Context: an optimization exercise on an open-source flow, tuned for small area, a short achievable clock period and few clock cycles per item. The choices shown serve that exercise and are no tape-out recipe. At most, simulation tests tie the RTL to the original design; equivalence was not proved. Function not checked in runs 4 and 5: the RTL went through the layout flow alone. Power is estimated from default activity; no workload was simulated.

`flow/design.v`:
```
module dsk_encoder (
    input  wire         clk,
    input  wire         rst,
    input  wire         in_valid,
    output wire         in_ready,
    input  wire         in_sign,       
    input  wire [1:0]   in_class,      
    input  wire [31:0]  in_exp,        
    input  wire [5:0]   in_dcnt,       
    input  wire [143:0] in_digits,     
    output reg          out_valid,
    input  wire         out_ready,
    output wire [183:0] out_key,       
    output wire [4:0]   out_klen,      
    output wire [7:0]   out_cur,       
    output wire [2:0]   out_status,    
    output wire [4:0]   out_detail     
);
    localparam integer DMAX = 36;
    localparam integer NGRP = DMAX / 3;
    localparam [2:0] PC_FIN   = 3'd0;    
    localparam [2:0] PC_BADCL = 3'd1;
    localparam [2:0] PC_NAN   = 3'd2;
    localparam [2:0] PC_INF   = 3'd3;
    localparam [2:0] PC_BADN  = 3'd4;
    localparam [2:0] PC_BADD  = 3'd5;
    localparam [2:0] PC_ZERO  = 3'd6;
    localparam [2:0] PC_LEAD  = 3'd7;
    integer i;
    wire [5:0] n = in_dcnt;
    wire [DMAX-1:0] vm = ~({DMAX{1'b1}} << n);    
    reg  [3:0] dm [0:DMAX-1];     
    reg [DMAX-1:0] nz;            
    reg [DMAX-1:0] bd;            
    always @* begin
        for (i = 0; i < DMAX; i = i + 1) begin
            dm[i] = vm[i] ? in_digits[4*i +: 4] : 4'd0;
            nz[i] = |dm[i];
            bd[i] = dm[i][3] & (dm[i][2] | dm[i][1]);
        end
    end
    wire bad_dcnt  = (n == 6'd0) || (n > DMAX);
    wire bad_digit = |bd;
    wire all_zero  = ~|nz;
    wire lead_zero = ~|in_digits[3:0];
    reg [NGRP-1:0] gnz, low;
    reg [3:0]      ngroups;       
    reg            trail_zero;    
    reg            lastg;
    always @* begin
        for (i = 0; i < NGRP; i = i + 1)
            gnz[i] = nz[3*i] | nz[3*i+1] | nz[3*i+2];
        for (i = 0; i < NGRP; i = i + 1)
            low[i] = (i == NGRP - 1) ? 1'b0 : |(gnz & ~((12'd1 << (i + 1)) - 12'd1));
        ngroups    = 4'd0;
        trail_zero = 1'b0;
        for (i = 0; i < NGRP; i = i + 1) begin
            lastg = vm[3*i] & ((i == NGRP - 1) ? 1'b1 : ~vm[3*i+3]);
            if (lastg) begin
                ngroups    = ngroups | (i + 1);
                trail_zero = trail_zero | ~gnz[i];
            end
        end
    end
    reg [3:0] cd [0:DMAX-1];
    reg       comp;
    reg [3:0] lowg;
    always @* begin
        lowg = 4'd15;
        for (i = 0; i < NGRP; i = i + 1)
            if (in_sign & gnz[i] & ~low[i]) lowg = lowg & i;
        for (i = 0; i < DMAX; i = i + 1) begin
            comp  = in_sign & (gnz[i/3] | low[i/3]);
            cd[i] = {comp ? ~(dm[i][3] | dm[i][2] | dm[i][1]) : dm[i][3],
                     dm[i][2] ^ (comp & dm[i][1]), dm[i][1], dm[i][0] ^ comp};
        end
    end
    wire [5:0]  nm1 = n - 6'd1;
    wire [33:0] adj = {{2{in_exp[31]}}, in_exp} + {28'd0, nm1};
    reg [2:0] pc;
    always @* begin
        if (in_class == 2'd3)      pc = PC_BADCL;
        else if (in_class == 2'd2) pc = PC_NAN;
        else if (in_class == 2'd1) pc = PC_INF;
        else if (bad_dcnt)         pc = PC_BADN;
        else if (bad_digit)        pc = PC_BADD;
        else if (all_zero)         pc = PC_ZERO;
        else if (lead_zero)        pc = PC_LEAD;
        else                       pc = PC_FIN;
    end
    reg         v1;
    reg [143:0] q_cd;
    reg [3:0]   q_lowg;
    reg [33:0]  q_adj;
    reg [2:0]   q_pc;
    reg         q_tz;
    reg [3:0]   q_g;
    reg         q_sign;
    wire en2 = out_ready | ~out_valid;
    wire en1 = en2 | ~v1;
    assign in_ready = en1;
    always @(posedge clk) begin
        if (rst) begin
            v1        <= 1'b0;
            out_valid <= 1'b0;
        end else begin
            if (en1) v1        <= in_valid;
            if (en2) out_valid <= v1;
        end
    end
    always @(posedge clk) begin
        if (en1) begin
            for (i = 0; i < DMAX; i = i + 1)
                q_cd[4*i +: 4] <= cd[i];
            q_lowg <= lowg;
            q_adj  <= adj;
            q_pc   <= pc;
            q_tz   <= trail_zero;
            q_g    <= ngroups;
            q_sign <= in_sign;
        end
    end
    function [1:0] fa(input x, input y, input z);
        fa = {(x & y) | (x & z) | (y & z), x ^ y ^ z};
    endfunction
    function [1:0] ha(input x, input y);
        ha = {x & y, x ^ y};
    endfunction
    function [9:0] declet(input [3:0] a, input [3:0] b, input [3:0] c, input ci);
        reg [6:0] t;
        reg [9:0] v;
        reg [1:0] r, q;
        reg       k, p;
        begin
            t[0] = b[0];
            r = ha(a[0], b[1]);           t[1] = r[0]; k = r[1];
            r = fa(a[1], b[2], k);        t[2] = r[0]; k = r[1];
            r = fa(a[0], a[2], b[3] | k); t[3] = r[0]; k = r[1];    
            r = ha(a[1] | a[3], k);       t[4] = r[0]; k = r[1];    
            r = ha(a[2], k);              t[5] = r[0]; k = r[1];
            t[6] = a[3] | k;                                       
            r = ha(c[0], ci);             v[0] = r[0]; k = r[1];
            r = fa(t[0], c[1], k);        v[1] = r[0]; k = r[1];
            r = fa(t[1], c[2], k);        v[2] = r[0]; k = r[1];
            r = fa(t[0], t[2], c[3]);     p = r[1]; q = ha(r[0], k); v[3] = q[0]; k = q[1];
            r = fa(t[1], t[3], p);        p = r[1]; q = ha(r[0], k); v[4] = q[0]; k = q[1];
            r = fa(t[2], t[4], p);        p = r[1]; q = ha(r[0], k); v[5] = q[0]; k = q[1];
            r = fa(t[3], t[5], p);        p = r[1]; q = ha(r[0], k); v[6] = q[0]; k = q[1];
            r = fa(t[4], t[6], p);        p = r[1]; q = ha(r[0], k); v[7] = q[0]; k = q[1];
            r = fa(t[5], p, k);           v[8] = r[0]; k = r[1];
            v[9] = t[6] | k;                                       
            declet = v;
        end
    endfunction
    reg [119:0] sig;              
    always @* begin
        for (i = 0; i < NGRP; i = i + 1)
            sig[119 - 10*i -: 10] = declet(q_cd[12*i +: 4], q_cd[12*i+4 +: 4], q_cd[12*i+8 +: 4],
                                           q_lowg == i);
    end
    wire        adj_neg = q_adj[33];
    wire [33:0] ep      = adj_neg ? (~q_adj + 34'd3) : (q_adj + 34'd2);
    wire        exp_oor = (ep > 34'd1000000001);
    wire        tbit    = q_sign ? adj_neg : ~adj_neg;
    reg [4:0]  lz;
    reg [29:0] epx;               
    reg [29:0] above;             
    always @* begin
        lz = 5'd0;
        for (i = 29; i >= 0; i = i - 1) begin
            above[i] = (i == 29) ? 1'b0 : |(ep[29:0] & ~((30'd1 << (i + 1)) - 30'd1));
            epx[i]   = ep[i] ^ ~above[i];
            if (!above[i] && ep[i]) lz = lz | (29 - i);
        end
    end
    reg [2:0] hdr;
    reg       fault, fin, spec;
    reg [2:0] det;
    always @* begin
        hdr   = 3'b000;
        fault = 1'b0;
        fin   = 1'b0;
        det   = 3'd0;
        case (q_pc)
            PC_BADCL: begin fault = 1'b1; det = 3'd0; end
            PC_NAN:   hdr = 3'b111;
            PC_INF:   hdr = {~q_sign, ~q_sign, 1'b0};
            PC_BADN:  begin fault = 1'b1; det = 3'd1; end
            PC_BADD:  begin fault = 1'b1; det = 3'd2; end
            PC_ZERO:  hdr = {~q_sign, q_sign, 1'b0};
            PC_LEAD:  begin fault = 1'b1; det = 3'd3; end
            default:
                if (exp_oor) begin
                    fault = 1'b1; det = 3'd4;
                end else if (q_tz) begin
                    fault = 1'b1; det = 3'd5;
                end else begin
                    fin = 1'b1;
                    hdr = {~q_sign, 2'b00};
                end
        endcase
        spec = ~fault & ~fin;
    end
    reg         r_t;
    reg [29:0]  r_ex;
    reg [119:0] r_sig;
    reg [4:0]   r_lz;
    reg [3:0]   r_g;
    reg [2:0]   r_hdr;
    reg         r_fin, r_spec;
    reg         r_fault;
    reg [2:0]   r_det;
    always @(posedge clk) begin
        if (en2) begin
            r_t     <= fin & tbit;
            r_ex    <= fin ? (epx ^ {30{~tbit}}) : 30'd0;
            r_sig   <= fin ? sig : 120'd0;
            r_lz    <= lz;
            r_g     <= q_g;
            r_hdr   <= hdr;
            r_fin   <= fin;
            r_spec  <= spec;
            r_fault <= fault;
            r_det   <= det;
        end
    end
    wire [181:0] fld = {{32{r_t}}, r_ex, r_sig};
    wire [181:0] fsh = fld << {r_lz, 1'b0};
    wire [6:0] cur_h = {2'd0, ~r_lz} + {1'b0, r_g, 2'b00} + {3'd0, r_g};
    wire [7:0] cur   = r_fin ? {cur_h, 1'b0} : {4'd0, r_spec, 3'd0};
    assign out_key    = {r_hdr, fsh[178:0], 2'b00};
    assign out_cur    = cur;
    assign out_klen   = cur[7:3] + {4'd0, |cur[2:1]};
    assign out_status = {1'b0, r_fault, 1'b0};
    assign out_detail = {r_fault, 1'b0, r_det};
endmodule
```
`flow/run.sh`:
```
#!/bin/bash
# synth_recipe.tcl (not shown) runs the flow's synth.tcl, then flattens the netlist and writes it again
# the make line also repeats each setting of config.mk as NAME=value (left out here)
make -C /OpenROAD-flow-scripts/flow DESIGN_CONFIG=/design/flow/config.mk WORK_HOME=/design/flow/orfs CLKGATE_MAP_FILE= SYNTH_SCRIPT=/design/flow/synth_recipe.tcl finish
```
`flow/config.mk`:
```
export PLATFORM = sky130hd
export DESIGN_NAME = dsk_encoder
export DESIGN_NICKNAME = dsk_encoder
export VERILOG_FILES = /design/flow/design.v
export SDC_FILE = /design/flow/constraint.sdc
export NUM_CORES = 4
export LEC_CHECK = 0
export CAP_MARGIN = 20
export CORE_MARGIN = 2
export CORE_UTILIZATION = 40
export PLACE_DENSITY = 0.6
export SLEW_MARGIN = 20
```
`flow/constraint.sdc`:
```
create_clock -name core_clock -period 16.0 [get_ports {clk}]
set_input_delay 3.2000 -clock core_clock [delete_from_list [all_inputs] [get_ports {clk}]]
set_output_delay 3.2000 -clock core_clock [all_outputs]
set_load 0.01 [all_outputs]
```
==> impl_metrics.json, run 1 <==
{
  "max_freq_mhz": 121,
  "gr-usage-all-layers_pct": 26.4,
  "cts_sinks": 361,
  "synth_top_family_by_area": "simple AND/OR/NAND/NOR gates",
  "crit_chain": "clkdlybuf4s50_1 -> nor2b_1 -> nand2_4 -> clkdlybuf4s50_1",
  "whs_ns": 0.421,
  "clk_path_buf_depth": 3,
  "pwr-share-clk_pct": 25.3,
  "yosys-top-cells-area": "edfxtp_1 32%, mux4_2 8.5%, mux2i_1 7.6%",
  "port_buffers": 389,
  "dpl_cell_area_um2": 38000,
  "syn_area_per_cell_um2": 9.52,
  "ios": 396,
  "stdcell_count": 4852,
  "num_vias": 27700,
  "finalSetupViolCount": 0,
  "path_max_fanout": 37,
  "drt-vias-per-instance": 5.71,
  "p_per_area_nw_per_um2": 95.1,
  "yosys_register_bits": 361,
  "syn_inst": 3498,
  "gp_congestion": 1.00,
  "rsz0062_at_grt": "no",
  "hpwl_um": 93700,
  "grt_overflow": 0,
  "insertion_delay_ns": 0.58,
  "startpoint_type": "input pin",
  "min_period_ns": 8.27,
  "synth_top_area_cell": "edfxtp_1",
  "wl_um": 116000,
  "die-area_um2": 85600,
  "synth-seq-area-share_pct": 32.5,
  "synth_mux_area_share_pct": 16.4,
  "cts_buffers": 40,
  "synth_compound_gate_area_share_pct": 8.59,
  "fillers": 7790,
  "yosysMostFrequentCell": "nand2_1",
  "pwr-share-seq_pct": 32.4,
  "wire_per_inst_um": 23.9,
  "worstMarginPinSlew_ns": 1.13,
  "maxSlewHeadroom_pct": 24.1,
  "cts_root_buf": "clkbuf_16",
  "first_pass_iters": 8,
  "cts-resized-gates": 0,
  "synth_common_cells": "549 x nand2_1, 359 x edfxtp_1, 297 x inv_1, 283 x nor2_1, 254 x mux2i_1",
  "p_total_mw": 3.74,
  "finClkSkew_ns": 0.0314,
  "slowest_stage": "clkdlybuf4s50_1",
  "cts_tree": "done",
  "core-area_um2": 82200,
  "p_int_mw": 2.34,
  "peakVddDrop_v": 0.0000684,
  "synthSimpleGateAreaFrac_pct": 18.8,
  "post-route-drc-count": 0,
  "initial_core_util_pct": 40.5,
  "slowest_delay_ns": 0.60,
  "grt_pass1_vias": 25900,
  "end_kind": "primary output",
  "async_reset_ff_share_pct": 0,
  "critPathArrivalTime_ns": 5.07,
  "fp-row-count": 105,
  "grt_max_degree": 143,
  "leakagePower_nw": 16.1,
  "hold_viol_final": 0,
  "antenna_found_initial": 1,
  "post_cts_buffers": 0,
  "grt_pass1_wl_um": 170000,
  "fin_tns_setup_ns": 0,
  "min_path_type": "flop to flop",
  "place_inst": 4777,
  "yosysUniqueCellTypes": 90,
  "slew_viol_final": 0,
  "design_area_um2": 39300,
  "crit_required_ns": 12.80,
  "yosysWarnings": 3,
  "area_delta_synth_final_pct": 18.1,
  "fp.dieW_um": 293,
  "syn_area_um2": 33300,
  "synth_flop_cell": "edfxtp_1",
  "ant_nets": 0,
  "rr_worst_depth": 13,
  "die_height_um": 293,
  "synth-edff-count": 359,
  "synth_fa_ha_area_share_pct": 13.5,
  "synthXorXnorAreaFrac_pct": 4.05,
  "run_status": "timing/DRC/antenna clean",
  "clkTransAtPathRegs_ns": 0.06,
  "crit_type": "input pin to primary output",
  "yosys.area.top_type_share_pct": 32.4,
  "power_switching_share_pct": 37.5,
  "cap_violations": 0,
  "hold_depth": 0,
  "htree_levels": 2,
  "final_nets": 4225,
  "first_iter_violations": 3147,
  "power_frac_comb_pct": 42.3,
  "netSwitchingPower_mw": 1.40,
  "fin_crit_sh_pct": 51.7,
  "crit_top_cell": "clkdlybuf4s50_1",
  "final_layout_size_suffix_gt1_share_pct": 7.80,
  "holdBufCountCts": 0
}
[through the flow]
stage          util (%)  setup WS [ns]
2_1_floorplan         -           5.49
3_3_place_gp       46.2           7.69
3_5_place_dp       46.2           7.69
4_1_cts            47.8           7.67
5_1_grt            47.8           7.33
6_report           47.8           7.73
[registers in the layout (all words and copies together) (netlist names), 4 cells and up]
register,flops
q_lowg,4
r_g,4
r_lz,5
q_g,4
q_cd,144
q_adj,33
r_sig,120
r_ex,30
[path summary, 6_finish.rpt]
path	from	slack, ns	end
max	out_ready	7.73	in_ready
min	q_g[2]	0.42	r_g[2]
max reg2reg	q_adj[17]	10.31	r_sig[79]
min reg2reg	q_g[2]	0.42	r_g[2]
[cells in the final DEF (no fill, tap or decap), types with 24 or more instances in the layout]
cell type / Yosys / layout
xor2_1: 50 / 49
nand4_1: 24 / 24
inv_1: 297 / 296
fa_1: 124 / 124
o22ai_1: 28 / 28
ha_1: 162 / 162
mux4_2: 126 / 126
buf_4: 8 / 34
xnor2_1: 104 / 104
mux2i_1: 254 / 254
o211ai_1: 29 / 29
nor2_1: 283 / 282
and3_1: 101 / 101
edfxtp_1: 359 / 359
nand3_1: 54 / 54
and2_1: 61 / 61
o21ai_0: 86 / 86
clkdlybuf4s50_1: 0 / 389
clkbuf_16: 0 / 41
nand2_1: 549 / 547
nor3_1: 80 / 80
nor4_1: 43 / 43
a21oi_1: 154 / 154
or2_2: 29 / 29
[final cells by class]
type	count	area (um^2)	share of cell area, %
tap	1070	1340	3.40
sequential	361	10800	27.5
timing repair buffer	427	4220	10.7
clock inverter	27	282	0.716
multi-input combinational	2621	20500	52.1
clock buffer	46	1040	2.66
antenna	1	2.50	0.00636
inverter	299	1130	2.87
[layer usage]
metal  wire [um]  track usage [%]  up-vias  part of all wire [%]
met3        8770             3.13      192                   7.6
met1       53200             39.4    13200                    46
met5           0                0        -                     0
met4        5170             10.9        0                   4.5
li1            -                -    12900                     -
met2       48800             38.7     1373                    42
[cells by family (layout without fill, tap and decap cells)]
logic type / after synthesis / count (layout)
AO/OA/AOI/OAI: 451 / 451
XOR/XNOR: 154 / 154
adder cells (fa/ha/maj): 286 / 286
buffers and inverters: 521 / 799
flip-flops: 361 / 361
multiplexers: 387 / 387
other: 1 / 7
AND/OR/NAND/NOR: 1337 / 1337
[critical path: cells and delay by family]
kind          cells  cell delay [ns]
buf+inv           2             1.00
simple gates      2             0.86
[power by group through the flow]
| stage | Sequential (mW) | Combinational, mW | Clock [mW] |
|---|---|---|---|
| floorplan | 1.18 | 0.962 | 0 |
| finish | 1.21 | 1.58 | 0.945 |
| detailed placement | 1.23 | 1.56 | 0 |
| CTS | 1.21 | 1.57 | 0.965 |
| global placement | 1.23 | 1.56 | 0 |
| global route | 1.22 | 1.75 | 0.997 |
Testbench counts, summed over its fixed seeds: cycles 16,016, items 16,000.
==> inputs of run 2 (changes only) <==
--- a/flow/design.v
+++ b/flow/design.v
@@ -77,6 +77,7 @@
     end
     wire [5:0]  nm1 = n - 6'd1;
     wire [33:0] adj = {{2{in_exp[31]}}, in_exp} + {28'd0, nm1};
+    wire        exp_oor = ($signed(adj) > 34'sd999999999) || ($signed(adj) < -34'sd999999999);
     reg [2:0] pc;
     always @* begin
         if (in_class == 2'd3)      pc = PC_BADCL;
@@ -91,29 +92,33 @@
     reg         v1;
     reg [143:0] q_cd;
     reg [3:0]   q_lowg;
-    reg [33:0]  q_adj;
+    reg [29:0]  q_adj;            
+    reg         q_neg;
+    reg         q_oor;
     reg [2:0]   q_pc;
     reg         q_tz;
     reg [3:0]   q_g;
     reg         q_sign;
     wire en2 = out_ready | ~out_valid;
-    wire en1 = en2 | ~v1;
-    assign in_ready = en1;
+    assign in_ready = en2 | ~v1;
+    wire ld1 = in_valid & in_ready;
     always @(posedge clk) begin
         if (rst) begin
             v1        <= 1'b0;
             out_valid <= 1'b0;
         end else begin
-            if (en1) v1        <= in_valid;
-            if (en2) out_valid <= v1;
+            if (in_ready) v1        <= in_valid;
+            if (en2)      out_valid <= v1;
         end
     end
     always @(posedge clk) begin
-        if (en1) begin
+        if (ld1) begin
             for (i = 0; i < DMAX; i = i + 1)
                 q_cd[4*i +: 4] <= cd[i];
             q_lowg <= lowg;
-            q_adj  <= adj;
+            q_adj  <= adj[29:0];
+            q_neg  <= adj[33];
+            q_oor  <= exp_oor;
             q_pc   <= pc;
             q_tz   <= trail_zero;
             q_g    <= ngroups;
@@ -158,9 +163,8 @@
             sig[119 - 10*i -: 10] = declet(q_cd[12*i +: 4], q_cd[12*i+4 +: 4], q_cd[12*i+8 +: 4],
                                            q_lowg == i);
     end
-    wire        adj_neg = q_adj[33];
-    wire [33:0] ep      = adj_neg ? (~q_adj + 34'd3) : (q_adj + 34'd2);
-    wire        exp_oor = (ep > 34'd1000000001);
+    wire        adj_neg = q_neg;
+    wire [29:0] ep      = (q_adj ^ {30{adj_neg}}) + {28'd0, 1'b1, adj_neg};
     wire        tbit    = q_sign ? adj_neg : ~adj_neg;
     reg [4:0]  lz;
     reg [29:0] epx;               
@@ -168,7 +172,7 @@
     always @* begin
         lz = 5'd0;
         for (i = 29; i >= 0; i = i - 1) begin
-            above[i] = (i == 29) ? 1'b0 : |(ep[29:0] & ~((30'd1 << (i + 1)) - 30'd1));
+            above[i] = (i == 29) ? 1'b0 : |(ep & ~((30'd1 << (i + 1)) - 30'd1));
             epx[i]   = ep[i] ^ ~above[i];
             if (!above[i] && ep[i]) lz = lz | (29 - i);
         end
@@ -190,7 +194,7 @@
             PC_ZERO:  hdr = {~q_sign, q_sign, 1'b0};
             PC_LEAD:  begin fault = 1'b1; det = 3'd3; end
             default:
-                if (exp_oor) begin
+                if (q_oor) begin
                     fault = 1'b1; det = 3'd4;
                 end else if (q_tz) begin
                     fault = 1'b1; det = 3'd5;
@@ -201,33 +205,38 @@
         endcase
         spec = ~fault & ~fin;
     end
+    wire [6:0] cur_h = {2'd0, ~lz} + {1'b0, q_g, 2'b00} + {3'd0, q_g};
+    wire [7:1] cur_d = fin ? cur_h : {4'd0, spec, 2'd0};
     reg         r_t;
     reg [29:0]  r_ex;
     reg [119:0] r_sig;
-    reg [4:0]   r_lz;
-    reg [3:0]   r_g;
+    reg [3:0]   r_sa, r_sb;       
+    reg [1:0]   r_sc;             
+    reg [7:1]   r_cur;
     reg [2:0]   r_hdr;
-    reg         r_fin, r_spec;
     reg         r_fault;
     reg [2:0]   r_det;
     always @(posedge clk) begin
         if (en2) begin
-            r_t     <= fin & tbit;
-            r_ex    <= fin ? (epx ^ {30{~tbit}}) : 30'd0;
-            r_sig   <= fin ? sig : 120'd0;
-            r_lz    <= lz;
-            r_g     <= q_g;
+            r_t     <= tbit;
+            r_ex    <= epx ^ {30{~tbit}};
+            r_sig   <= sig;
+            r_sa    <= 4'b0001 << lz[1:0];
+            r_sb    <= 4'b0001 << lz[3:2];
+            r_sc    <= {fin & lz[4], fin & ~lz[4]};
+            r_cur   <= cur_d;
             r_hdr   <= hdr;
-            r_fin   <= fin;
-            r_spec  <= spec;
             r_fault <= fault;
             r_det   <= det;
         end
     end
-    wire [181:0] fld = {{32{r_t}}, r_ex, r_sig};
-    wire [181:0] fsh = fld << {r_lz, 1'b0};
-    wire [6:0] cur_h = {2'd0, ~r_lz} + {1'b0, r_g, 2'b00} + {3'd0, r_g};
-    wire [7:0] cur   = r_fin ? {cur_h, 1'b0} : {4'd0, r_spec, 3'd0};
+    wire [181:0] f0 = {{32{r_t}}, r_ex, r_sig};
+    wire [181:0] f1 = ({182{r_sc[0]}} & f0) | ({182{r_sc[1]}} & (f0 << 32));
+    wire [181:0] f2 = ({182{r_sb[0]}} & f1)         | ({182{r_sb[1]}} & (f1 << 8))
+                    | ({182{r_sb[2]}} & (f1 << 16)) | ({182{r_sb[3]}} & (f1 << 24));
+    wire [181:0] fsh = ({182{r_sa[0]}} & f2)        | ({182{r_sa[1]}} & (f2 << 2))
+                    | ({182{r_sa[2]}} & (f2 << 4))  | ({182{r_sa[3]}} & (f2 << 6));
+    wire [7:0]   cur = {r_cur, 1'b0};
     assign out_key    = {r_hdr, fsh[178:0], 2'b00};
     assign out_cur    = cur;
     assign out_klen   = cur[7:3] + {4'd0, |cur[2:1]};
==> flow/flow/run.sh (new file) <==
#!/bin/bash
# The standard layout, with plain buffers on the ports instead of the
# default (a delay cell). Each tool's output goes to the ORFS logs under
# orfs/logs; the make output goes to flow.log here.
set -euo pipefail
export BUFFER_PORTS_ARGS="-buffer_cell sky130_fd_sc_hd__buf_2"
bash standard.sh > flow.log 2>&1
==> flow/standard.sh (new file) <==
#!/bin/bash
# synth_recipe.tcl (not shown) runs the flow's synth.tcl, then flattens the netlist and writes it again
# the make line also repeats each setting of config.mk as NAME=value (left out here)
make -C /OpenROAD-flow-scripts/flow DESIGN_CONFIG=/design/flow/config.mk WORK_HOME=/design/flow/orfs CLKGATE_MAP_FILE= SYNTH_SCRIPT=/design/flow/synth_recipe.tcl "${@:-finish}"
removed: flow/run.sh
==> impl_metrics.json, run 2 <==
{
  "crit_type": "flop to primary output",
  "final_cell_mix": "580 x a22oi_1, 497 x nand2_1, 390 x buf_2",
  "num_vias": 29900,
  "p_per_area_nw_per_um2": 109,
  "insertion_delay_ns": 0.57,
  "pwr-share-clk_pct": 23.3,
  "crit_required_ns": 12.80,
  "top_register": "q_cd",
  "yosysUniqueCellTypes": 87,
  "pre_cts_slack_ns": 8.39,
  "fin_tns_setup_ns": 0,
  "critPathArrivalTime_ns": 3.97,
  "whs_ns": 0.512,
  "grt_pass1_vias": 26900,
  "slowest_stage": "buf_4",
  "syn_inst": 3595,
  "end_kind": "primary output",
  "largest_register_ffs": 144,
  "yosysMostFrequentCell": "a22oi_1",
  "hold_viol_final": 0,
  "port_buffers": 389,
  "synth_common_cells": "580 x a22oi_1, 497 x nand2_1, 364 x edfxtp_1, 320 x inv_1, 210 x clkbuf_1",
  "startpoint_type": "flop",
  "worstMarginPinSlew_ns": 1.09,
  "area_delta_synth_final_pct": 11.8,
  "syn_area_um2": 32600,
  "first_iter_violations": 4758,
  "wl_um": 123000,
  "min_period_ns": 7.17,
  "cts-resized-gates": 0,
  "post_cts_buffers": 0,
  "yosys.area.top_type_share_pct": 33.6,
  "initial_core_util_pct": 40.4,
  "final_layout_size_suffix_gt1_share_pct": 14.1,
  "grt_max_degree": 106,
  "max_freq_mhz": 139,
  "p_total_mw": 3.98,
  "rsz0062_at_grt": "no",
  "clk_path_buf_depth": 3,
  "gr-usage-all-layers_pct": 28.3,
  "fp.dieW_um": 289,
  "cts_sinks": 366,
  "htree_levels": 2,
  "grt_pass1_wl_um": 178000,
  "yosys-top-cells-area": "edfxtp_1 34%, a22oi_1 13%, fa_1 7.6%",
  "ant_nets": 0,
  "final_nets": 4271,
  "layout_commonest_cell": "a22oi_1",
  "cts_buffers": 39,
  "drt-vias-per-instance": 6.11,
  "wire_per_inst_um": 25.1,
  "die_height_um": 289,
  "finalSetupViolCount": 0,
  "finClkSkew_ns": 0.0236,
  "min_path_type": "flop to flop",
  "reg_top3": "q_cd x144, r_sig x120",
  "core-area_um2": 80500,
  "antenna_found_initial": 13,
  "cap_violations": 0,
  "yosysWarnings": 3,
  "slew_viol_final": 0,
  "netSwitchingPower_mw": 1.61,
  "crit_chain": "buf_4 -> buf_4 -> a222oi_1 -> o21ai_0 -> a222oi_1 -> nand2_1 -> buf_2",
  "holdBufCountCts": 0,
  "fp-row-count": 104,
  "yosys_register_bits": 366,
  "peakVddDrop_v": 0.0000672,
  "async_reset_ff_share_pct": 0,
  "post-route-drc-count": 0,
  "synth_flop_cell": "edfxtp_1",
  "p_int_mw": 2.37,
  "cts_tree": "done",
  "synth-seq-area-share_pct": 33.7,
  "syn_area_per_cell_um2": 9.06,
  "slowest_delay_ns": 0.86,
  "power_frac_comb_pct": 35.0,
  "run_status": "timing/DRC/antenna clean",
  "pwr-share-seq_pct": 41.6,
  "ios": 396,
  "grt_overflow": 0,
  "clkTransAtPathRegs_ns": 0.06,
  "fin_ws_ns": 8.83,
  "cts_root_buf": "clkbuf_16",
  "first_pass_iters": 9,
  "maxSlewHeadroom_pct": 27.2,
  "gp_congestion": 0.981,
  "path_max_fanout": 89,
  "synth_top_area_cell": "edfxtp_1",
  "hpwl_um": 97200,
  "die-area_um2": 83700,
  "power_switching_share_pct": 40.5,
  "leakagePower_nw": 15.8,
  "fin_crit_sh_pct": 44.8,
  "synth-edff-count": 364
}
## run 2: path summary, 6_finish.rpt
kind | slack, ns | end | depth (start not counted) | startpoint
worst max-delay path | 8.83 | out_key[37] | 7 | r_sb[1]
worst min-delay path | 0.51 | out_valid | 2 | v1
worst max register to register | 9.02 | r_cur[6] | 28 | q_neg
worst min register to register | 0.51 | out_valid | 2 | v1
## run 2: power groups by stage
stage	combinational (mW)	sequential (mW)	clock [mW]
6_report	1.39	1.66	0.927
5_1_grt	1.55	1.64	0.983
4_1_cts	1.37	1.63	0.949
3_5_place_dp	1.36	1.65	0
3_3_place_gp	1.35	1.65	0
2_1_floorplan	0.902	1.43	0
## run 2: critical path, delay by kind of cell, from the launching register on
family | cells | cell delay [ns]
AOI/OAI and AO/OA | 3 | 1.17
buffers and inverters | 3 | 1.70
DFF | 1 | 0.32
and+or+nand+nor | 1 | 0.13
## run 2: cell type report
type / instances / area (um^2)
repair buffers: 421 / 2180
multi-input cells: 2651 / 19400
clock inverters: 28 / 300
well taps: 1060 / 1330
flip-flops and latches: 366 / 11000
fillers: 7914 / 44100
diodes: 10 / 25.0
inverters: 321 / 1210
clock buffers: 44 / 995
## run 2: cells by family after synthesis
group	synth area share [%]
xor+xnor	4.73
buf+inv	6.85
mux	0.696
other cells	0.0115
simple gates	15.1
compound gates	25.2
flops	33.7
fa+ha+maj	13.7
## run 2: layer usage
| layer | GRT usage [%] | vias to the layer above | part of all wire (%) |
|---|---|---|---|
| met5 | 0 | - | 0.0089 |
| met4 | 10.8 | 2 | 3.7 |
| met3 | 3.69 | 237 | 9.1 |
| met2 | 40.9 | 1704 | 42 |
| li1 | - | 13700 | - |
| met1 | 42.8 | 14300 | 45 |
## run 2: metrics by stage
stage          util [%]  instances  area, um^2
2_1_floorplan         -       3600       32600
3_3_place_gp       43.5       4818       35100
3_5_place_dp       43.5       4819       35100
4_1_cts            45.2       4891       36400
5_1_grt            45.2       4901       36400
6_report           45.2       4901       36400
Testbench counts of run 2, summed over its fixed seeds: cycles 16,016, items 16,000.
==> inputs of run 3 (changes only) <==
==> flow/flow/run.sh (replaced) <==
#!/bin/bash
# The standard layout, with plain buffers on the ports instead of the
# default (a delay cell), and timing repair asked for a setup margin so that
# the achieved period, not only the 16 ns clock, is worked on. Each tool's
# output goes to the ORFS logs under orfs/logs; the make output goes to
# flow.log here.
set -euo pipefail
export BUFFER_PORTS_ARGS="-buffer_cell sky130_fd_sc_hd__buf_2"
export SETUP_SLACK_MARGIN=9.3
bash standard.sh > flow.log 2>&1
==> impl_metrics.json, run 3 <==
{
  "run_status": "timing/DRC/antenna clean",
  "crit_top_cell": "buf_6",
  "layout_commonest_cell": "a22oi_1",
  "syn_inst": 3595,
  "yosysUniqueCellTypes": 87,
  "grt_pass1_vias": 27500,
  "worstMarginPinSlew_ns": 1.09,
  "insertion_delay_ns": 0.55,
  "yosys.area.top_type_share_pct": 33.6,
  "min_path_type": "flop to flop",
  "critPathArrivalTime_ns": 3.62,
  "slew_viol_final": 0,
  "rr_worst_depth": 24,
  "synth_flop_cell": "edfxtp_1",
  "hold_viol_final": 0,
  "fp-row-count": 104,
  "post-route-drc-count": 0,
  "ios": 396,
  "crit_cells": 4,
  "end_kind": "primary output",
  "whs_ns": 0.520,
  "port_buffers": 389,
  "setup.worst_path.end": "in_ready",
  "fin_ws_ns": 9.18,
  "pre_cts_slack_ns": 8.60,
  "final_layout_size_suffix_gt1_share_pct": 15.2,
  "die-area_um2": 83700,
  "core-area_um2": 80500,
  "cap_violations": 0,
  "first_iter_violations": 4821,
  "path_max_fanout": 2,
  "fin_tns_setup_ns": 0,
  "htree_levels": 2,
  "cts_tree": "done",
  "cts_root_buf": "clkbuf_16",
  "pwr-share-seq_pct": 41.9,
  "yosys_register_bits": 366,
  "initial_core_util_pct": 40.4,
  "crit_type": "input pin to primary output",
  "final_cell_mix": "580 x a22oi_1, 495 x nand2_1, 386 x buf_2",
  "ff2ff_setup_slack_ns": 9.67,
  "synth_common_cells": "580 x a22oi_1, 497 x nand2_1, 364 x edfxtp_1, 320 x inv_1, 210 x clkbuf_1",
  "startpoint_type": "input pin",
  "min_period_ns": 6.82,
  "reg_top3": "q_cd x144, r_sig x120",
  "pwr-share-clk_pct": 23.0,
  "syn_area_um2": 32600,
  "yosysWarnings": 3,
  "finalSetupViolCount": 0,
  "netSwitchingPower_mw": 1.61,
  "rsz0062_at_grt": "yes",
  "power_frac_comb_pct": 35.0,
  "gr-usage-all-layers_pct": 28.5,
  "hold_depth": 2,
  "crit_chain": "buf_6 -> nor2b_4 -> nand2_2 -> buf_6",
  "largest_register_ffs": 144,
  "power_switching_share_pct": 40.4,
  "peakVddDrop_v": 0.0000618,
  "crit_required_ns": 12.80,
  "path_delay_family": "buffers and inverters",
  "max_freq_mhz": 147,
  "p_int_mw": 2.37,
  "startpoint": "out_ready",
  "leakagePower_nw": 16.0,
  "gp_congestion": 1.00,
  "first_pass_iters": 9,
  "synth-edff-count": 364,
  "synth_top_area_cell": "edfxtp_1",
  "grt_max_degree": 174,
  "yosys-top-cells-area": "edfxtp_1 34%, a22oi_1 13%, fa_1 7.6%",
  "clkTransAtPathRegs_ns": 0.05,
  "final_nets": 4308,
  "yosysMostFrequentCell": "a22oi_1",
  "finClkSkew_ns": 0.0157,
  "r2r_start": "q_neg",
  "num_vias": 30100,
  "hpwl_um": 96100,
  "maxSlewHeadroom_pct": 27.4,
  "antenna_found_initial": 8,
  "wl_um": 124000,
  "syn_area_per_cell_um2": 9.06,
  "wire_per_inst_um": 25.3,
  "clk_path_buf_depth": 3,
  "cts_buffers": 39,
  "drt-vias-per-instance": 6.11,
  "async_reset_ff_share_pct": 0,
  "path_buf_inv": 2,
  "fp.dieW_um": 289,
  "ant_nets": 0,
  "grt_pass1_wl_um": 179000,
  "r2r_end": "r_cur[6]",
  "area_delta_synth_final_pct": 13.3,
  "min-delay-start": "v1",
  "grt_overflow": 0,
  "synth-seq-area-share_pct": 33.7,
  "top_register": "q_cd",
  "cts_sinks": 366,
  "slowest_delay_ns": 0.13,
  "fin_crit_sh_pct": 42.6,
  "slowest_stage": "buf_6",
  "die_height_um": 289,
  "p_per_area_nw_per_um2": 108,
  "p_total_mw": 3.97
}
run 3: changes by cell type in the layout (fill, tap and decap cells not counted), sizes merged, moves of 2 or more:
cell,previous run,this run
buf,421,452
diode,10,3
clkbuf,44,50
inv,325,322
and2,55,57
run 3: how the worst min path moves through the flow:
stage	slack, ns	end
floorplan	0.46	out_valid
CTS	0.51	out_valid
detailed placement	0.50	out_valid
global route	0.56	out_valid
finish	0.52	out_valid
global placement	0.50	out_valid
run 3: cell type report:
class | instances | area, um^2
antenna | 3 | 7.51
clock buffer | 46 | 1040
clock inverter | 24 | 230
fill | 7825 | 43700
inverter | 321 | 1210
multi-input combinational | 2653 | 19500
sequential | 366 | 11000
tap | 1060 | 1330
timing repair buffer | 456 | 2590
run 3: through the flow:
| step | area (um^2) | utilization [%] | cells |
|---|---|---|---|
| finish | 36900 | 45.8 | 4929 |
| global route | 36900 | 45.8 | 4928 |
| CTS | 36600 | 45.5 | 4913 |
| detailed placement | 35100 | 43.6 | 4817 |
| global placement | 35100 | 43.6 | 4817 |
| floorplan | 32600 | - | 3600 |
run 3: kinds of logic after synthesis:
group | count (synthesis) | synth area share [%]
AO/OA/AOI/OAI | 1110 | 25.2
multiplexers | 21 | 0.696
other | 1 | 0.0115
flip-flops | 366 | 33.7
adder cells (fa/ha/maj) | 282 | 13.7
AND/OR/NAND/NOR | 1056 | 15.1
XOR/XNOR | 176 | 4.73
buffers and inverters | 583 | 6.85
run 3: power by group through the flow:
stage,Combinational [mW],Clock (mW),Sequential (mW)
after floorplan,0.904,0,1.43
after global placement,1.34,0,1.66
after detailed placement,1.35,0,1.66
after CTS,1.37,0.933,1.64
after global routing,1.55,0.969,1.65
final,1.39,0.915,1.67
run 3: worst reg2reg max path, stage by stage (launching register included):
cell	delay (ns)
edfxtp_1	0.41
buf_12	0.21
ha_2	0.25
nor2b_1	0.35
nor3_4	0.13
o211ai_4	0.43
nor3_4	0.11
and3_1	0.20
o22ai_1	0.15
xor2_1	0.25
ha_1	0.24
nand3_1	0.08
mux2i_1	0.24
or3b_2	0.58
nor2_2	0.17
nor4b_1	0.28
ha_1	0.26
nor4_1	0.06
and4_1	0.29
fa_1	0.48
ha_1	0.33
a21o_1	0.18
a21oi_1	0.17
xor2_1	0.16
nor2_1	0.05
run 3: timing repair:
action,4_1_cts,5_1_grt
setup buffers,26,8
cloned,0,5
setup endpoints to repair,37,270
gates resized for setup,7,34
pin swaps,2,6
hold buffers,0,0
run 3: metal layers:
metal | track usage (%) | up-vias | share of wire [%]
li1 | - | 13800 | -
met3 | 5.02 | 293 | 9.8
met5 | 0 | - | 0.047
met1 | 41.9 | 14300 | 44
met4 | 11.1 | 8 | 4.2
met2 | 41.2 | 1783 | 42
==> inputs of run 4 (changes only) <==
--- a/flow/design.v
+++ b/flow/design.v
@@ -28,7 +28,7 @@
     localparam [2:0] PC_LEAD  = 3'd7;
     integer i;
     wire [5:0] n = in_dcnt;
-    wire [DMAX-1:0] vm = ~({DMAX{1'b1}} << n);    
+    wire [DMAX-1:0] vm = ~({DMAX{1'b1}} << n) | {{(DMAX-1){1'b0}}, 1'b1};
     reg  [3:0] dm [0:DMAX-1];     
     reg [DMAX-1:0] nz;            
     reg [DMAX-1:0] bd;            
@@ -99,16 +99,21 @@
     reg         q_tz;
     reg [3:0]   q_g;
     reg         q_sign;
+    reg  free;
     wire en2 = out_ready | ~out_valid;
-    assign in_ready = en2 | ~v1;
+    assign in_ready = out_ready | free;
     wire ld1 = in_valid & in_ready;
+    wire v1_n = in_ready ? in_valid : v1;
+    wire ov_n = en2 ? v1 : out_valid;
     always @(posedge clk) begin
         if (rst) begin
             v1        <= 1'b0;
             out_valid <= 1'b0;
+            free      <= 1'b1;
         end else begin
-            if (in_ready) v1        <= in_valid;
-            if (en2)      out_valid <= v1;
+            v1        <= v1_n;
+            out_valid <= ov_n;
+            free      <= ~(v1_n & ov_n);
         end
     end
     always @(posedge clk) begin
==> flow/flow/run.sh (replaced) <==
#!/bin/bash
# The standard layout (bash standard.sh: ORFS synthesis through finish), with
# two changes to how it is made:
#  - the ports get plain buf_1 cells as their buffers instead of the default
#    delay cell, which is large and slow; repair upsizes them where needed;
#  - timing repair is given a setup margin, so that it works on the paths
#    that set the achieved period and not only on the 16 ns clock.
# The clock, the SDC and every other setting are the design's. ORFS writes
# each tool's full log under orfs/logs; the make output goes to flow.log here.
set -euo pipefail
export BUFFER_PORTS_ARGS="-buffer_cell sky130_fd_sc_hd__buf_1"
export SETUP_SLACK_MARGIN=9.2
bash standard.sh > flow.log 2>&1
==> impl_metrics.json, run 4 <==
{
  "run_status": "timing/DRC/antenna clean",
  "hpwl_um": 90700,
  "post-route-drc-count": 0,
  "leakagePower_nw": 14.4,
  "fin_crit_sh_pct": 42.3,
  "synth-seq-area-share_pct": 33.6,
  "hold_viol_final": 0,
  "area_delta_synth_final_pct": 11.3,
  "cap_violations": 0,
  "grt_pass1_wl_um": 172000,
  "first_iter_violations": 3900,
  "critPathArrivalTime_ns": 3.57,
  "async_reset_ff_share_pct": 0,
  "reg_top3": "q_cd x144, r_sig x120",
  "grt_max_degree": 173,
  "synth_top_area_cell": "edfxtp_1",
  "finalSetupViolCount": 0,
  "max_freq_mhz": 148,
  "dpl_cell_area_um2": 34800,
  "grt_overflow": 0,
  "clk_path_buf_depth": 3,
  "ant_nets": 0,
  "synth-edff-count": 364,
  "layout_commonest_cell": "a22oi_1",
  "ios": 396,
  "cts_sinks": 367,
  "gr-usage-all-layers_pct": 26.5,
  "finClkSkew_ns": 0.0218,
  "cts_root_buf": "clkbuf_16",
  "syn_inst": 3630,
  "initial_core_util_pct": 40.5,
  "clkTransAtPathRegs_ns": 0.06,
  "core-area_um2": 80800,
  "fp-row-count": 104,
  "design_area_um2": 36400,
  "cts_buffers": 38,
  "holdBufCountCts": 0,
  "synth_common_cells": "485 x a22oi_1, 483 x nand2_1, 364 x edfxtp_1, 323 x inv_1, 219 x nor2_1",
  "wl_um": 118000,
  "peakVddDrop_v": 0.0000697,
  "stdcell_count": 4938,
  "place_inst": 4852,
  "yosys_register_bits": 367,
  "wire_per_inst_um": 23.8,
  "yosysUniqueCellTypes": 86,
  "grt_pass1_vias": 27000,
  "num_vias": 30000,
  "crit_type": "input pin to primary output",
  "final_nets": 4315,
  "syn_area_per_cell_um2": 9.02,
  "yosysMostFrequentCell": "a22oi_1",
  "min_path_type": "flop to flop",
  "worstMarginPinSlew_ns": 1.03,
  "maxSlewHeadroom_pct": 31.0,
  "yosysWarnings": 3,
  "largest_register_ffs": 144,
  "slew_viol_final": 0,
  "startpoint_type": "input pin",
  "yosys-top-cells-area": "edfxtp_1 33%, a22oi_1 11%, fa_1 7.6%",
  "syn_area_um2": 32700,
  "min_period_ns": 6.77,
  "p_total_mw": 3.90,
  "gp_congestion": 0.956,
  "die_height_um": 290,
  "fin_ws_ns": 9.23,
  "fp.dieW_um": 290,
  "htree_levels": 2,
  "first_pass_iters": 6,
  "pre_cts_slack_ns": 8.31,
  "final_layout_size_suffix_gt1_share_pct": 4.65,
  "port_buffers": 389,
  "drt-vias-per-instance": 6.07,
  "yosys.area.top_type_share_pct": 33.4,
  "crit_required_ns": 12.80,
  "top_register": "q_cd",
  "die-area_um2": 84100,
  "cts_tree": "done",
  "final_cell_mix": "485 x a22oi_1, 482 x nand2_1, 384 x buf_1",
  "insertion_delay_ns": 0.55,
  "rsz0062_at_grt": "yes",
  "path_max_fanout": 2,
  "fillers": 7950,
  "antenna_found_initial": 6,
  "synth_flop_cell": "edfxtp_1",
  "p_per_area_nw_per_um2": 107,
  "fin_tns_setup_ns": 0,
  "end_kind": "primary output"
}
==> run 4: cell types whose count changed in the layout (fill, tap and decap cells not counted), sizes merged, moves of 8 or more <==
cell    previous run  this run
xor2              65        56
o22ai             20        10
a221o             16        59
buf              452       430
a221oi             3        11
xnor2            111       123
nor2             188       219
and2              57        49
a22oi            580       485
nand2            497       483
o21ai             86       141
==> run 4: final timing paths <==
path	startpoint	end	slack (ns)	cells after the start
hold reg to reg	v1	free	0.48	1
setup / recovery	out_ready	in_ready	9.23	4
setup reg to reg	q_neg	r_cur[6]	9.65	30
hold / removal	v1	free	0.48	1
==> run 4: worst max-delay path, cell delays in order <==
cell and delay [ns]:
buf_8 0.10, nor2_4 0.10, inv_2 0.05, buf_6 0.11
==> run 4: power by group <==
group	total, mW	leakage, nW	internal, mW	switching [mW]
sequential	1.61	3.73	1.33	0.281
clock	0.935	0.628	0.545	0.390
combinational	1.35	10.1	0.482	0.866
total	3.90	14.4	2.36	1.54
==> run 4: metrics by stage <==
| step | hold slack [ns] | utilization (%) |
|---|---|---|
| 2_1_floorplan | 0.450 | - |
| 3_3_place_gp | 0.471 | 43.1 |
| 3_5_place_dp | 0.477 | 43.1 |
| 4_1_cts | 0.482 | 44.8 |
| 5_1_grt | 0.540 | 45.1 |
| 6_report | 0.483 | 45.1 |
==> run 4: cells by family after synthesis <==
group                    count (synthesis)  share of synthesized area, %
AO/OA/AOI/OAI                         1129                          25.8
AND/OR/NAND/NOR                       1065                          14.8
buffers and inverters                  591                          6.90
other                                    1                        0.0115
flip-flops                             367                          33.6
XOR/XNOR                               179                          4.79
adder cells (fa/ha/maj)                283                          13.7
multiplexers                            15                         0.482
==> run 4: area by class of cell <==
cell class | instances | area [um^2] | share of cell area, %
multi-input cells | 2677 | 19700 | 54.0
flip-flops and latches | 367 | 11000 | 30.2
repair buffers | 432 | 1880 | 5.16
well taps | 1060 | 1330 | 3.64
inverters | 324 | 1230 | 3.37
clock buffers | 41 | 983 | 2.70
clock inverters | 28 | 308 | 0.845
repair inverters | 3 | 22.5 | 0.0618
diodes | 6 | 15.0 | 0.0412
==> run 4: metal layers <==
metal	track usage [%]	wire (um)	up-vias
met4	7.79	3280	0
met3	3.29	10100	165
met5	0	0	-
li1	-	-	13900
met1	41.4	55100	14300
met2	37.8	49000	1684
==> run 4: what timing repair did <==
item / CTS / global route
setup buffers: 4 / 4
setup endpoints to repair: 68 / 104
cloned: 1 / 2
pin swaps: 3 / 4
gates resized for setup: 23 / 42
hold endpoints to repair: 0 / 0
==> inputs of run 5 (changes only) <==
--- a/flow/config.mk
+++ b/flow/config.mk
@@ -8,5 +8,7 @@
 export CAP_MARGIN = 20
 export CORE_MARGIN = 2
 export CORE_UTILIZATION = 40
+export CTS_BUF_LIST = sky130_fd_sc_hd__clkbuf_8
+export CTS_CLUSTER_SIZE = 30
 export PLACE_DENSITY = 0.6
 export SLEW_MARGIN = 20
==> impl_metrics.json, run 5 <==
{
  "ant_nets": 0,
  "crit_type": "input pin to primary output",
  "grt_overflow": 0,
  "slew_viol_final": 0,
  "fp-row-count": 104,
  "wl_um": 118000,
  "rsz0062_at_grt": "yes",
  "finalSetupViolCount": 0,
  "final_cell_mix": "485 x a22oi_1, 482 x nand2_1, 384 x buf_1",
  "power_switching_share_pct": 40.7,
  "startpoint_type": "input pin",
  "grt_pass1_wl_um": 173000,
  "cts_root_buf": "clkbuf_8",
  "synth_flop_cell": "edfxtp_1",
  "netSwitchingPower_mw": 1.53,
  "yosys-top-cells-area": "edfxtp_1 33%, a22oi_1 11%, fa_1 7.6%",
  "post-route-drc-count": 0,
  "syn_area_per_cell_um2": 9.02,
  "slowest_delay_ns": 0.11,
  "num_vias": 30000,
  "layout_commonest_cell": "a22oi_1",
  "yosysWarnings": 3,
  "clkTransAtPathRegs_ns": 0.06,
  "htree_levels": 2,
  "syn_inst": 3630,
  "max_freq_mhz": 148,
  "startpoint": "out_ready",
  "cap_violations": 0,
  "run_status": "timing/DRC/antenna clean",
  "end_kind": "primary output",
  "grt_max_degree": 173,
  "ios": 396,
  "synth-edff-count": 364,
  "maxSlewHeadroom_pct": 26.7,
  "first_iter_violations": 4312,
  "synth_top_area_cell": "edfxtp_1",
  "yosysUniqueCellTypes": 86,
  "power_frac_comb_pct": 35.8,
  "path_delay_family": "buffers and inverters",
  "worstMarginPinSlew_ns": 1.10,
  "die_height_um": 290,
  "drt-vias-per-instance": 6.02,
  "pre_cts_slack_ns": 8.31,
  "largest_register_ffs": 144,
  "final_layout_size_suffix_gt1_share_pct": 4.91,
  "syn_area_um2": 32700,
  "fillers": 7984,
  "fin_crit_sh_pct": 42.3,
  "path_buf_inv": 3,
  "insertion_delay_ns": 0.67,
  "initial_core_util_pct": 40.5,
  "gr-usage-all-layers_pct": 26.6,
  "peakVddDrop_v": 0.0000710,
  "gp_congestion": 0.956,
  "fin_ws_ns": 9.23,
  "hold_viol_final": 0,
  "wire_per_inst_um": 23.6,
  "pwr-share-clk_pct": 21.3,
  "p_per_area_nw_per_um2": 104,
  "leakagePower_nw": 14.5,
  "yosys.area.top_type_share_pct": 33.4,
  "synth-seq-area-share_pct": 33.6,
  "reg_top3": "q_cd x144, r_sig x120",
  "area_delta_synth_final_pct": 10.8,
  "holdBufCountCts": 0,
  "fin_tns_setup_ns": 0,
  "yosys_register_bits": 367,
  "min_period_ns": 6.77,
  "core-area_um2": 80800,
  "cts_buffers": 59,
  "min_path_type": "flop to flop",
  "crit_chain": "buf_8 -> nor2_4 -> inv_2 -> buf_6",
  "async_reset_ff_share_pct": 0,
  "cts_tree": "done",
  "top_register": "q_cd",
  "yosysMostFrequentCell": "a22oi_1",
  "min-delay-start": "v1",
  "critPathArrivalTime_ns": 3.57,
  "path_max_fanout": 2,
  "crit_required_ns": 12.80,
  "first_pass_iters": 7,
  "hpwl_um": 90700,
  "grt_pass1_vias": 27200,
  "die-area_um2": 84100,
  "final_nets": 4336,
  "port_buffers": 389,
  "slowest_stage": "buf_6",
  "clk_path_buf_depth": 3,
  "fp.dieW_um": 290,
  "p_int_mw": 2.23,
  "pwr-share-seq_pct": 42.9,
  "synth_common_cells": "485 x a22oi_1, 483 x nand2_1, 364 x edfxtp_1, 323 x inv_1, 219 x nor2_1",
  "finClkSkew_ns": 0.0345,
  "cts_sinks": 367,
  "r2r_start": "q_neg",
  "antenna_found_initial": 8
}
## run 5: cell counts after synthesis
No cell type changed its count.
## run 5: final timing paths
kind	cells past startpoint	slack [ns]	to
setup / recovery	4	9.23	in_ready
hold / removal	1	0.48	free
setup reg to reg	27	9.65	r_cur[7]
hold reg to reg	1	0.48	free
## run 5: timing repair
action | in CTS | in global routing
pin swaps | 3 | 4
cloned | 2 | 1
setup buffers | 4 | 4
gates resized for setup | 26 | 36
endpoints found under the setup margin | 93 | 99
## run 5: power groups by stage
stage | Sequential [mW] | Clock, mW | Combinational (mW)
detailed placement | 1.62 | 0 | 1.31
finish | 1.61 | 0.801 | 1.34
floorplan | 1.43 | 0 | 0.901
global route | 1.61 | 0.857 | 1.51
CTS | 1.60 | 0.822 | 1.33
global placement | 1.62 | 0 | 1.29
## run 5: metrics by stage
stage | std cells | util, % | area, um^2 | hold WS (ns) | total power [mW]
finish | 4979 | 44.9 | 36300 | 0.482 | 3.76
global route | 4979 | 44.9 | 36300 | 0.540 | 3.98
CTS | 4967 | 44.6 | 36100 | 0.483 | 3.75
detailed placement | 4852 | 43.1 | 34800 | 0.477 | 2.92
global placement | 4852 | 43.1 | 34800 | 0.471 | 2.91
floorplan | 3635 | - | 32800 | 0.450 | 2.33
## run 5: final cells by class
class                   count  area (um^2)  share of cell area [%]
repair buffers            432         1900                    5.24
flip-flops and latches    367        11000                    30.3
diodes                      7         17.5                  0.0483
well taps                1060         1330                    3.66
repair inverters            3         22.5                  0.0621
clock inverters            49          323                   0.890
clock buffers              60          826                    2.28
inverters                 324         1230                    3.38
multi-input cells        2677        19600                    54.1
## run 5: cells by family (layout without fill, tap and decap cells)
family,count (synthesis),count (layout),synth area share [%]
multiplexers,15,15,0.482
AND/OR/NAND/NOR,1065,1065,14.8
flip-flops,367,367,33.6
buffers and inverters,591,868,6.90
XOR/XNOR,179,179,4.79
adder cells (fa/ha/maj),283,283,13.7
AO/OA/AOI/OAI,1129,1129,25.8
other,1,13,0.0115
## run 5: per-layer routing
metal | global-route usage, % | vias to the layer above | wire length (um)
li1 | - | 13900 | -
met1 | 41.3 | 14200 | 55100
met2 | 37.8 | 1644 | 49100
met3 | 3.65 | 159 | 10100
met4 | 7.99 | 2 | 3240
met5 | 0 | - | 7
==> inputs of run 6 (changes only) <==
--- a/flow/design.v
+++ b/flow/design.v
@@ -75,9 +75,21 @@
                      dm[i][2] ^ (comp & dm[i][1]), dm[i][1], dm[i][0] ^ comp};
         end
     end
-    wire [5:0]  nm1 = n - 6'd1;
-    wire [33:0] adj = {{2{in_exp[31]}}, in_exp} + {28'd0, nm1};
-    wire        exp_oor = ($signed(adj) > 34'sd999999999) || ($signed(adj) < -34'sd999999999);
+    wire [5:0]  nm1    = n - 6'd1;
+    wire [6:0]  adj_lo = {1'b0, in_exp[5:0]} + {1'b0, nm1};
+    wire        adj_c  = adj_lo[6];
+    wire [25:0] exp_h  = in_exp[31:6];
+    wire [25:0] exp_h1 = exp_h + 26'd1;
+    wire [25:0] adj_h  = adj_c ? exp_h1 : exp_h;
+    wire [31:0] adj    = {adj_h, adj_lo[5:0]};
+    localparam signed [25:0] HMAX  = 26'sd15624999;
+    localparam signed [25:0] HMIN  = -26'sd15625000;
+    localparam signed [25:0] HMIN1 = -26'sd15625001;
+    wire adj_rz  = (adj_lo[5:0] == 6'd0);
+    wire oor_hi  = ($signed(exp_h) > HMAX) | (($signed(exp_h) == HMAX) & adj_c);
+    wire oor_lo0 = ($signed(exp_h) < HMIN)  | (($signed(exp_h) == HMIN)  & adj_rz);
+    wire oor_lo1 = ($signed(exp_h) < HMIN1) | (($signed(exp_h) == HMIN1) & adj_rz);
+    wire exp_oor = oor_hi | (adj_c ? oor_lo1 : oor_lo0);
     reg [2:0] pc;
     always @* begin
         if (in_class == 2'd3)      pc = PC_BADCL;
@@ -122,7 +134,7 @@
                 q_cd[4*i +: 4] <= cd[i];
             q_lowg <= lowg;
             q_adj  <= adj[29:0];
-            q_neg  <= adj[33];
+            q_neg  <= adj[31];
             q_oor  <= exp_oor;
             q_pc   <= pc;
             q_tz   <= trail_zero;
--- a/flow/flow/run.sh
+++ b/flow/flow/run.sh
@@ -9,5 +9,5 @@
 # each tool's full log under orfs/logs; the make output goes to flow.log here.
 set -euo pipefail
 export BUFFER_PORTS_ARGS="-buffer_cell sky130_fd_sc_hd__buf_1"
-export SETUP_SLACK_MARGIN=9.2
+export SETUP_SLACK_MARGIN=9.3
 bash standard.sh > flow.log 2>&1
--- a/flow/config.mk
+++ b/flow/config.mk
@@ -12,3 +12,4 @@
 export CTS_CLUSTER_SIZE = 30
 export PLACE_DENSITY = 0.6
 export SLEW_MARGIN = 20
+export TNS_END_PERCENT = 10
==> impl_metrics.json, run 6 <==
{
  "first_iter_violations": 4976,
  "grt_pass1_vias": 27300,
  "largest_register_ffs": 144,
  "slowest_stage": "nor2_1",
  "syn_area_per_cell_um2": 9.07,
  "first_pass_iters": 9,
  "end_kind": "primary output",
  "reg_top3": "q_cd x144, r_sig x120",
  "synth-edff-count": 364,
  "slew_viol_final": 0,
  "wire_per_inst_um": 24.9,
  "cap_violations": 0,
  "synth-seq-area-share_pct": 33.7,
  "synth_flop_cell": "edfxtp_1",
  "fp-row-count": 104,
  "area_delta_synth_final_pct": 10.3,
  "crit_required_ns": 12.80,
  "cts_sinks": 367,
  "grt_overflow": 0,
  "ios": 396,
  "yosysWarnings": 3,
  "finalSetupViolCount": 0,
  "cts_tree": "done",
  "die-area_um2": 83700,
  "startpoint_type": "input pin",
  "path_delay_family": "buffers and inverters",
  "insertion_delay_ns": 0.67,
  "synth_common_cells": "563 x a22oi_1, 475 x nand2_1, 364 x edfxtp_1, 318 x inv_1, 215 x clkbuf_1",
  "port_buffers": 389,
  "fin_crit_sh_pct": 42.8,
  "place_inst": 4815,
  "hpwl_um": 96100,
  "syn_inst": 3589,
  "grt_max_degree": 165,
  "gp_congestion": 1.04,
  "regArea_um2": 11000,
  "yosys-top-cells-area": "edfxtp_1 34%, a22oi_1 13%, fa_1 7.6%",
  "gr-usage-all-layers_pct": 28.2,
  "crit_type": "input pin to primary output",
  "fillers": 7906,
  "peakVddDrop_v": 0.0000748,
  "wl_um": 123000,
  "critPathArrivalTime_ns": 3.64,
  "yosys_register_bits": 367,
  "yosysUniqueCellTypes": 86,
  "clk_path_buf_depth": 3,
  "core-area_um2": 80500,
  "num_vias": 30200,
  "min_path_type": "flop to flop",
  "p_per_area_nw_per_um2": 106,
  "top_register": "q_cd",
  "final_layout_size_suffix_gt1_share_pct": 4.71,
  "path_max_fanout": 2,
  "final_nets": 4295,
  "layout_commonest_cell": "a22oi_1",
  "grt_pass1_wl_um": 178000,
  "slowest_delay_ns": 0.14,
  "stdcell_count": 4931,
  "initial_core_util_pct": 40.4,
  "clkTransAtPathRegs_ns": 0.06,
  "yosysMostFrequentCell": "a22oi_1",
  "max_freq_mhz": 146,
  "fin_tns_setup_ns": 0,
  "cts_root_buf": "clkbuf_8",
  "path_buf_inv": 3,
  "multiInputGateArea_um2": 19400,
  "crit_top_cell": "buf_1",
  "maxSlewHeadroom_pct": 25.6,
  "htree_levels": 2,
  "fp.dieW_um": 289,
  "drt-vias-per-instance": 6.13,
  "worstMarginPinSlew_ns": 1.12,
  "run_status": "timing/DRC/antenna clean",
  "die_height_um": 289,
  "hold_viol_final": 0,
  "holdBufCountCts": 0,
  "min_period_ns": 6.84,
  "rsz0062_at_grt": "yes",
  "antenna_found_initial": 7,
  "final_cell_mix": "562 x a22oi_1, 473 x nand2_1, 386 x buf_1",
  "synth_top_area_cell": "edfxtp_1",
  "yosys.area.top_type_share_pct": 33.6,
  "crit_chain": "buf_1 -> nor2_1 -> inv_1 -> buf_1",
  "async_reset_ff_share_pct": 0,
  "post-route-drc-count": 0,
  "ant_nets": 0,
  "cts_buffers": 59,
  "syn_area_um2": 32600,
  "finClkSkew_ns": 0.0679,
  "leakagePower_nw": 14.4
}
[run 6: path summary, 6_finish.rpt]
path	from	depth (start not counted)	end	slack, ns
max	out_ready	4	in_ready	9.16
min	v1	1	free	0.47
max reg2reg	q_neg	19	r_cur[7]	9.63
min reg2reg	v1	1	free	0.47
[run 6: layout make-up]
class,count,area share [%]
repair buffers,432,5.19
inverters,320,3.38
clock buffers,59,2.26
flip-flops and latches,367,30.6
well taps,1060,3.69
multi-input cells,2641,54.0
diodes,6,0.0418
clock inverters,46,0.808
[run 6: logic make-up after synthesis]
kind of cell	share of synthesized area [%]
fa+ha+maj	13.8
xor+xnor	4.60
simple gates	14.7
other cells	0.0115
compound gates	25.7
mux	0.546
buf+inv	6.91
flops	33.7
[run 6: per-stage QoR]
step	utilization (%)	setup WS (ns)	hold slack (ns)	total power, mW	area, um^2
after floorplan	-	9.30	0.450	2.35	32600
after global placement	43.0	8.73	0.463	2.97	34600
after detailed placement	43.0	8.64	0.466	2.98	34600
after CTS	44.4	9.14	0.472	3.77	35800
after global routing	44.6	9.11	0.524	4.01	35900
final	44.6	9.16	0.474	3.80	35900
[run 6: what timing repair did]
action	CTS	global route
setup buffers	0	5
endpoints found under the setup margin	59	183
pin swaps	0	3
resized for setup	7	26
endpoints found under the hold margin	0	0
[run 6: power by group]
group	internal (mW)	total, mW	switching (mW)
Clock	0.393	0.773	0.380
Combinational	0.478	1.38	0.897
Sequential	1.33	1.65	0.318
Total	2.20	3.80	1.60
[run 6: layer usage]
metal / part of all wire (%) / wire [um] / track usage, % / vias to the layer above
met4: 3.7 / 4510 / 9.86 / 0
met5: 0 / 0 / 0 / -
li1: - / - / - / 13800
met3: 9.9 / 12100 / 4.50 / 222
met1: 44 / 54500 / 42.3 / 14400
met2: 42 / 51700 / 40.9 / 1811
Testbench counts of run 6, summed over its fixed seeds: cycles 16,016, items 16,000.
==> inputs of run 7 (changes only) <==
--- a/flow/config.mk
+++ b/flow/config.mk
@@ -12,4 +12,3 @@
 export CTS_CLUSTER_SIZE = 30
 export PLACE_DENSITY = 0.6
 export SLEW_MARGIN = 20
-export TNS_END_PERCENT = 10
==> impl_metrics.json, run 7 <==
{
  "top_register": "q_cd",
  "initial_core_util_pct": 40.4,
  "fin_util_pct": 44.6,
  "fillers": 7900,
  "synth-seq-area-share_pct": 33.7,
  "final_layout_size_suffix_gt1_share_pct": 4.84,
  "pwr-share-seq_pct": 43.4,
  "yosys.area.top_type_share_pct": 33.6,
  "crit_type": "input pin to primary output",
  "synth_top_area_cell": "edfxtp_1",
  "startpoint": "out_ready",
  "antenna_found_initial": 7,
  "syn_area_per_cell_um2": 9.07,
  "layout_commonest_cell": "a22oi_1",
  "hpwl_um": 96100,
  "cts_sinks": 367,
  "clk_path_buf_depth": 3,
  "finClkSkew_ns": 0.0675,
  "fp-row-count": 104,
  "r2r_start": "q_adj[11]",
  "clkTransAtPathRegs_ns": 0.06,
  "die-area_um2": 83700,
  "grt_pass1_wl_um": 178000,
  "wl_um": 123000,
  "hold_viol_final": 0,
  "area_delta_synth_final_pct": 10.4,
  "gp_congestion": 1.04,
  "reg_top3": "q_cd x144, r_sig x120",
  "ant_nets": 0,
  "leakagePower_nw": 14.4,
  "crit_required_ns": 12.80,
  "cts_buffers": 59,
  "ff2ff_setup_slack_ns": 9.60,
  "fin_crit_sh_pct": 42.3,
  "first_iter_violations": 5043,
  "fin_tns_setup_ns": 0,
  "whs_ns": 0.471,
  "holdBufCountCts": 0,
  "grt_overflow": 0,
  "critPathArrivalTime_ns": 3.57,
  "peakVddDrop_v": 0.0000747,
  "startpoint_type": "input pin",
  "insertion_delay_ns": 0.68,
  "setup.worst_path.end": "in_ready",
  "port_buffers": 389,
  "rsz0062_at_grt": "yes",
  "core-area_um2": 80500,
  "ios": 396,
  "num_vias": 30300,
  "multiInputGateArea_um2": 19400,
  "end_kind": "primary output",
  "cts_root_buf": "clkbuf_8",
  "largest_register_ffs": 144,
  "worstMarginPinSlew_ns": 1.11,
  "slew_viol_final": 0,
  "cts_tree": "done",
  "yosysMostFrequentCell": "a22oi_1",
  "htree_levels": 2,
  "pwr-share-clk_pct": 20.4,
  "finalSetupViolCount": 0,
  "yosysUniqueCellTypes": 86,
  "yosys-top-cells-area": "edfxtp_1 34%, a22oi_1 13%, fa_1 7.6%",
  "syn_area_um2": 32600,
  "grt_pass1_vias": 27300,
  "power_frac_comb_pct": 36.3,
  "rr_worst_depth": 18,
  "min_period_ns": 6.77,
  "grt_max_degree": 165,
  "run_status": "timing/DRC/antenna clean",
  "post-route-drc-count": 0,
  "wire_per_inst_um": 24.9,
  "path_max_fanout": 2,
  "synth_flop_cell": "edfxtp_1",
  "power_switching_share_pct": 42.0,
  "p_per_area_nw_per_um2": 106,
  "p_int_mw": 2.20,
  "final_nets": 4296,
  "min_path_type": "flop to flop",
  "yosys_register_bits": 367,
  "synth_common_cells": "563 x a22oi_1, 475 x nand2_1, 364 x edfxtp_1, 318 x inv_1, 215 x clkbuf_1",
  "synth-edff-count": 364,
  "gr-usage-all-layers_pct": 28.2,
  "die_height_um": 289,
  "async_reset_ff_share_pct": 0,
  "maxSlewHeadroom_pct": 26.1,
  "regArea_um2": 11000,
  "first_pass_iters": 10,
  "max_freq_mhz": 148,
  "netSwitchingPower_mw": 1.60,
  "cap_violations": 0,
  "drt-vias-per-instance": 6.14,
  "final_cell_mix": "562 x a22oi_1, 473 x nand2_1, 384 x buf_1",
  "syn_inst": 3589,
  "fp.dieW_um": 289,
  "yosysWarnings": 3,
  "r2r_end": "r_cur[7]"
}
==> run 7: logic make-up after synthesis <==
family | Yosys count | share of synthesized area, %
xor+xnor | 168 | 4.60
fa+ha+maj | 285 | 13.8
compound gates | 1134 | 25.7
other cells | 1 | 0.0115
mux | 17 | 0.546
buf+inv | 586 | 6.91
simple gates | 1031 | 14.7
flops | 367 | 33.7
==> run 7: layout make-up <==
type                            count  area share (%)
Multi-Input combinational cell   2641            54.0
Sequential cell                   367            30.6
Timing Repair Buffer              433            5.28
Tap cell                         1060            3.69
Inverter                          320            3.37
Clock buffer                       59            2.26
Clock inverter                     46           0.807
Antenna cell                        7          0.0487
==> run 7: metrics by stage <==
stage / cell area [um^2] / power (mW) / worst slack [ns] / instances
6_report: 36000 / 3.80 / 9.23 / 4933
5_1_grt: 35900 / 4.02 / 9.21 / 4930
4_1_cts: 35800 / 3.77 / 9.17 / 4920
3_5_place_dp: 34600 / 2.98 / 8.64 / 4815
3_3_place_gp: 34600 / 2.97 / 8.73 / 4815
2_1_floorplan: 32600 / 2.35 / 9.30 / 3594
==> run 7: how the worst min path moves through the flow <==
stage          slack [ns]   end  depth (start not counted)  from
4_1_cts              0.47  free                          1    v1
3_5_place_dp         0.47  free                          1    v1
6_report             0.47  free                          1    v1
5_1_grt              0.52  free                          1    v1
3_3_place_gp         0.46  free                          1    v1
2_1_floorplan        0.45  free                          1    v1
==> run 7: layer usage <==
layer | wire [um] | up-vias | share of wire, % | track usage, %
met1 | 54000 | 14400 | 44 | 42.3
met2 | 51400 | 1881 | 42 | 40.9
met3 | 12600 | 241 | 10 | 4.50
met5 | 0 | - | 0 | 0
met4 | 4810 | 0 | 3.9 | 9.86
li1 | - | 13800 | - | -
==> run 7: repair_timing <==
action	4_1_cts	5_1_grt
buffers inserted	0	6
setup endpoints to repair	59	183
pin swaps	0	4
gates resized for setup	10	36
==> run 7: critical path, stage by stage <==
cell	delay, ns
buf_8	0.10
nor2_4	0.11
inv_2	0.05
buf_6	0.11
==> run 7: power by group through the flow <==
| stage | Clock, mW | Sequential (mW) | Combinational [mW] |
|---|---|---|---|
| after floorplan | 0 | 1.43 | 0.917 |
| after global placement | 0 | 1.64 | 1.33 |
| after detailed placement | 0 | 1.64 | 1.34 |
| after CTS | 0.795 | 1.62 | 1.35 |
| after global routing | 0.838 | 1.64 | 1.53 |
| final | 0.774 | 1.65 | 1.38 |

static timing again, ports no longer ideal:
No port has a modelled driver above. Below, the same layouts with a new extraction and two added sets of constraints. Step 1, drivers: a clkbuf_16 drives clk and a buf_2 each remaining input, both assumed. Step 2 adds t to the input delays and takes it off the output delays; t is the mean of the earliest and latest rising clock arrival at the registers after step 1. Input paths then give back, and output paths get back, about the clock's delay inside the block. a / b / c = ideal / step 1 / step 2; a / b = the first two.
run	t, ns	setup slack, ns	worst hold slack (ns)	worst slew at a driven data input, ns	pins driven straight from the clock port
run 1	0.621	7.728 / 7.707 / 7.707	0.421 / 0.421 / 0.421	0.07	1
run 2	0.618	8.826 / 8.766 / 8.265	0.512 / 0.512 / 0.512	0.11	1
run 3	0.612	9.184 / 9.153 / 8.841	0.520 / 0.520 / 0.520	0.09	1
run 4	0.597	9.229 / 9.189 / 8.708	0.483 / 0.483 / 0.483	0.11	1
run 5	0.706	9.229 / 9.189 / 8.647	0.482 / 0.482 / 0.482	0.11	1
run 6	0.692	9.160 / 9.140 / 8.873	0.474 / 0.474 / 0.474	0.12	1
run 7	0.693	9.229 / 9.191 / 8.835	0.471 / 0.471 / 0.471	0.13	1
After both steps every run listed still meets setup and hold. The setup slack of run 5, which loses most, moves by -0.040 ns with the drivers and by -0.582 ns with both steps.
